This is an optimization exercise on Yosys and OpenROAD, whose aim is small area, not a production implementation.
RTL that was checked went through simulation tests only; none was proved equivalent to the original.
Power is estimated from default activity; no workload was simulated.

## job 5410
// ltc_rel
module ltc_rel #(
    parameter integer ACK_TIMEOUT_TICKS = 50,
    parameter integer MAX_RETRIES       = 3
) (
    input  wire        clk,
    input  wire        rst,             
    input  wire        op_valid,
    output wire        op_ready,
    input  wire [2:0]  op_code,
    input  wire [3:0]  op_ch,
    input  wire [7:0]  op_seq,
    input  wire [1:0]  op_pri,
    input  wire        op_qfull,        
    output wire        res_valid,       
    output wire        res_accepted,
    output wire [7:0]  res_seq,
    output wire        ev_valid,
    output wire        ev_fail,         
    output wire [3:0]  ev_ch,
    output wire [7:0]  ev_seq,
    output wire [1:0]  ev_pri,
    output wire [11:0] st_timeouts,
    output wire [11:0] st_retries,
    output wire [4:0]  st_pending
);
Size: roughly 930 cells after synthesis, about 540 flip-flops, ~14000 um2 of cells after synthesis.
make LEC_CHECK=0 CAP_MARGIN=20 CORE_MARGIN=2 CORE_UTILIZATION=40 CTS_BUF_LIST=sky130_fd_sc_hd__clkbuf_8 CTS_CLUSTER_DIAMETER=50 CTS_CLUSTER_SIZE=20 SLEW_MARGIN=20 finish   # period 9.0 ns
run.sh (not shown) runs the stock make flow with config.mk's settings and CLKGATE_MAP_FILE= SYNTH_SCRIPT=/design/flow/synth_recipe.tcl, a recipe that flattens the netlist after the stock synthesis.
Job 5410: all stages complete, timing, DRC and antenna checks passed
For job 7243, these inputs were changed with respect to job 5410:
diff --git a/flow/config.mk b/flow/config.mk
--- a/flow/config.mk
+++ b/flow/config.mk
@@ -9,6 +9,3 @@
 export CORE_MARGIN = 2
 export CORE_UTILIZATION = 40
-export CTS_BUF_LIST = sky130_fd_sc_hd__clkbuf_8
-export CTS_CLUSTER_DIAMETER = 50
-export CTS_CLUSTER_SIZE = 20
 export SLEW_MARGIN = 20
Results
Post-route non-filler standard cell count in job 7243 is 21 higher than in job 5410. Of job 7243 and job 5410, the run reporting the lower part of the total power dissipated in the clock network was job 5410. From job 7243 to job 5410, number of port buffers did not move at all.
Input-level comparison between job 3168 and job 7243:
diff --git a/flow/config.mk b/flow/config.mk
--- a/flow/config.mk
+++ b/flow/config.mk
@@ -6,6 +6,8 @@
 export NUM_CORES = 4
 export LEC_CHECK = 0
+export ABC_AREA = 1
 export CAP_MARGIN = 20
 export CORE_MARGIN = 2
 export CORE_UTILIZATION = 40
+export CTS_BUF_LIST = sky130_fd_sc_hd__clkbuf_4
 export SLEW_MARGIN = 20
## What came out
Of job 3168 and job 7243, the run reporting the lower net total in the final layout was job 7243. Diff job 3168 and job 7243: met3 routing resource usage after global routing higher in job 3168. Taking job 7243 as the reference, in job 3168 cell count of the worst reg-to-reg path saw an increase; first-pass GRT wire length saw an increase; clock insertion delay at the later pin of the skew report saw an increase; core utilization saw a decrease. NOTE post-layout instance area job 7243->job 3168 increased slightly. Job 7243 → job 3168: wire length rose about 10%; cell leakage power rose about 8%; number of signal-net buffers in the layout fell about 2.5%.
diff inputs: job 3168 => job 5621
diff --git a/flow/config.mk b/flow/config.mk
--- a/flow/config.mk
+++ b/flow/config.mk
@@ -6,8 +6,8 @@
 export NUM_CORES = 4
 export LEC_CHECK = 0
-export ABC_AREA = 1
 export CAP_MARGIN = 20
 export CORE_MARGIN = 2
 export CORE_UTILIZATION = 40
-export CTS_BUF_LIST = sky130_fd_sc_hd__clkbuf_4
+export CTS_CLUSTER_DIAMETER = 60
+export CTS_CLUSTER_SIZE = 25
 export SLEW_MARGIN = 20
[summary]
- Compare job 3168 and job 5621 | delay of the slowest critical-path stage lower: job 3168
- Summary of job 5621 over job 3168: relative slew slack higher; critical path depth has decreased; multi-input gate share of total cell area has increased; peak clock frequency supported by timing grew by about 2%.

* * *

P:
Another version of the RTL of ltc_rel (not shown whole).
Size in the first run: roughly 920 cells after synthesis, roughly 540 flip-flops, roughly 77 I/O pins, ~14000 µm² of cells after synthesis.
export LEC_CHECK = 0
export CAP_MARGIN = 20
export CORE_MARGIN = 2
export CORE_UTILIZATION = 40
export CTS_CLUSTER_DIAMETER = 45
export CTS_CLUSTER_SIZE = 35
export SLEW_MARGIN = 20
create_clock -name core_clock -period 9.0 [get_ports {clk}]
[inputs] Q vs P
-- flow/config.mk --
<<< P, line 11
export CTS_CLUSTER_DIAMETER = 45
export CTS_CLUSTER_SIZE = 35
>>> Q, line 11
export CTS_CLUSTER_DIAMETER = 60
export CTS_CLUSTER_SIZE = 30
Results
The flow did not stop early for Q: all stages ran, and the layout cleared the timing, DRC and antenna checks. P: flow completed, timing, DRC and antenna clean. First-pass GRT wire length: Q better than P. Q vs. P: number of buffer and inverter stages on the critical path shows no meaningful change, maximum operating frequency shows a reduction of about 0.4%, utilization after layout shows a reduction of 1.5 points, wire length on met3 shows a reduction of 16%. In the metrics for Q and P, the one carrying the lower relative area change from synthesis to final layout is Q.
Function was not checked in any run of this note: the RTL went through the layout flow alone.

## port drivers added, routing unchanged
Ports are ideal in the flow. The routed layouts listed here were re-timed in OpenROAD.
Step 1, drivers: a clkbuf_16 drives clk and a buf_2 each remaining input, both assumed.
Step 2 moves the port delays by t, midway between the first and last clock arrival at a register: inputs arrive t later, outputs are due t later. That takes back most of the time a late clock gives input paths.
a / b / c = ideal / step 1 / step 2; a / b = the first two.
run | t, ns | slack for setup (ns) | worst register clock-pin slew, ns
job 5410 | 0.603 | 2.619 / 2.577 / 3.180 | 0.12 / 0.12
job 7243 | 0.585 | 2.663 / 2.615 / 3.200 | 0.06 / 0.06
job 3168 | 0.789 | 2.511 / 2.469 / 3.258 | 0.07 / 0.07
job 5621 | 0.613 | 2.632 / 2.585 / 3.197 | 0.09 / 0.09
P | 0.587 | 3.090 / 3.041 / 3.627 | 0.10 / 0.10
Q | 0.605 | 3.066 / 3.018 / 3.624 | 0.11 / 0.11
After both steps every run listed still meets setup and hold.
